What follows belongs to an exercise in optimizing a design on an open flow for small area and few clock cycles; a production flow would make more cautious choices. The RTL was checked by simulation tests, not by an equivalence proof against the original design. Power is estimated from default activity; no workload was simulated.

## run 1
// hdlc_rx32
module hdlc_rx32 (
    input  wire        clk,
    input  wire        rst,
    input  wire        rx_valid,
    output wire        rx_ready,
    input  wire [31:0] rx_data,
    input  wire  [2:0] rx_len,
    input  wire        rx_clear,
    output wire        pl_valid,
    input  wire        pl_ready,
    output wire [31:0] pl_data,
    output wire  [2:0] pl_len,
    output wire        pl_end,
    output wire        pl_crc_ok,
    output wire        pl_abort
);
Size in the first run: ~38 flip-flops, ~80 I/O pins, about 3000 µm² of cells after synthesis.
Settings: LEC_CHECK=0, CAP_MARGIN=20, CORE_MARGIN=2, CORE_UTILIZATION=40, CTS_CLUSTER_DIAMETER=200, CTS_CLUSTER_SIZE=50, SLEW_MARGIN=20; clock period 5.5 ns.
standard.sh (not shown) runs the stock make flow with config.mk's settings and CLKGATE_MAP_FILE= SYNTH_SCRIPT=/design/flow/synth_recipe.tcl, a recipe that flattens the netlist after the stock synthesis.
==> flow/flow/run.sh <==
#!/bin/bash
# Layout flow: the standard flow (standard.sh, ORFS synth to finish) with
# two changes:
#  - ABC maps the logic with flow/abc_area.script (structural choices, then
#    delay mapping with area recovery) in place of ORFS's speed script,
#    which upsizes every gate; synthesis is otherwise unchanged, so the
#    registers are the standard synthesis's;
#  - the port buffers are buf_1 cells instead of the default buffer cell.
# Each step's full log stays in orfs/logs/; make's own output goes to
# flow_make.log in the work folder.
set -euo pipefail
W=$PWD
rm -rf "$W/scripts_local"
cp -r "$FLOW_HOME/scripts" "$W/scripts_local"
cp "$W/flow/abc_area.script" "$W/scripts_local/abc_speed.script"
bash "$W/standard.sh" SCRIPTS_DIR="$W/scripts_local" \
    BUFFER_PORTS_ARGS="-buffer_cell sky130_fd_sc_hd__buf_1" finish \
    > "$W/flow_make.log" 2>&1
==> flow/flow/abc_area.script <==
&get -n
&st
&dch
&nf -R 1000
&put
topo
The flow did not stop early for run 1: all stages ran, and the layout cleared the timing, design-rule and antenna checks.
Testbench counts of run 1, summed over its fixed seeds: cycles 49,670.
Setup changes, run 1 to run 2
--- a/flow/config.mk
+++ b/flow/config.mk
@@ -10,4 +10,2 @@
 export CORE_UTILIZATION = 40
-export CTS_CLUSTER_DIAMETER = 200
-export CTS_CLUSTER_SIZE = 50
 export SLEW_MARGIN = 20
--- outcome ---
- Run 2 finished every step from synthesis to the final layout, and the layout passed the timing, design-rule and antenna checks.
- ~same sequential cell count in run 2 and run 1
- Diff run 1..run 2 | count of clock-buffer cells in the layout | unchanged
- Run 2 and run 1 ended up with roughly the same first-pass GRT wire length.
- Logic depth of the worst path, buffers included: run 1 vs run 2 identical
- Changes observed in run 2 relative to run 1: simple-gate share of the synthesized area neither gained nor lost much, timing-limited maximum frequency neither gained nor lost much.
Here is what was changed in the inputs of run 3 compared with run 2.
--- a/flow/config.mk
+++ b/flow/config.mk
@@ -7,5 +7,7 @@
 export LEC_CHECK = 0
-export CAP_MARGIN = 20
+export CAP_MARGIN = 0
 export CORE_MARGIN = 2
-export CORE_UTILIZATION = 40
-export SLEW_MARGIN = 20
+export CORE_UTILIZATION = 60
+export CTS_BUF_LIST = sky130_fd_sc_hd__clkbuf_4
+export GPL_TIMING_DRIVEN = 0
+export SLEW_MARGIN = 0
--- outcome ---
- The final reports for run 3 and run 2 show clock power share lower in the former.
- Run 2 → run 3: wire length of the first global-routing pass lost 1.4 mm, number of non-filler instances in the completed layout lost 34, worst-case setup margin in the final layout lost 0.074 ns.
- A worst setup path startpoint of rx_data[16] is what run 2 shows, while rx_data[22] belongs to run 3.
[inputs] run 4 vs run 3
--- a/flow/config.mk
+++ b/flow/config.mk
@@ -7,7 +7,6 @@
 export LEC_CHECK = 0
-export CAP_MARGIN = 0
+export CAP_MARGIN = 20
 export CORE_MARGIN = 2
-export CORE_UTILIZATION = 60
-export CTS_BUF_LIST = sky130_fd_sc_hd__clkbuf_4
-export GPL_TIMING_DRIVEN = 0
-export SLEW_MARGIN = 0
+export CORE_UTILIZATION = 40
+export SLEW_MARGIN = 20
+export TNS_END_PERCENT = 0
Diff run 3 -> run 4 | clock network fraction of total power | increase of 5.0 points
Re via count normalized by instance count: run 3 was higher than run 4.
Compared with run 3, in run 4 highest ir drop seen on vdd dropped about 50%; critical path data arrival time dropped 0.15 ns; total number of nets in the final design climbed 4; count of cells resized by post-cts repair dropped 16.

==> what the ideal ports hide <==
The results above use ideal ports. As a check the final layouts listed here were re-extracted and re-timed, cells and wires unchanged. Step 1: set_driving_cell puts a clkbuf_16 on clk and a buf_2 on each other input, an assumption about the parent block. Step 2 also shifts input and output timing later by t, the mid clock arrival at the registers, as if the neighbouring blocks saw the same clock. a / b / c = ideal ports / drivers / drivers and shift; a / b = the first two.
run	shift t [ns]	setup slack, ns	slew at the worst register clock pin (ns)	cell pins on the clock port's net
run 1	0.325	0.242 / 0.221 / 0.221	0.08 / 0.08	1
run 2	0.325	0.242 / 0.221 / 0.221	0.08 / 0.08	1
run 3	0.380	0.168 / 0.143 / -0.029	0.12 / 0.12	1
run 4	0.327	0.315 / 0.296 / 0.296	0.08 / 0.08	1
With both steps, setup timing fails in run 3, where it was met with ideal ports. For run 3, which loses most, drivers alone change the setup slack by -0.025 ns; drivers and shift together by -0.197 ns.
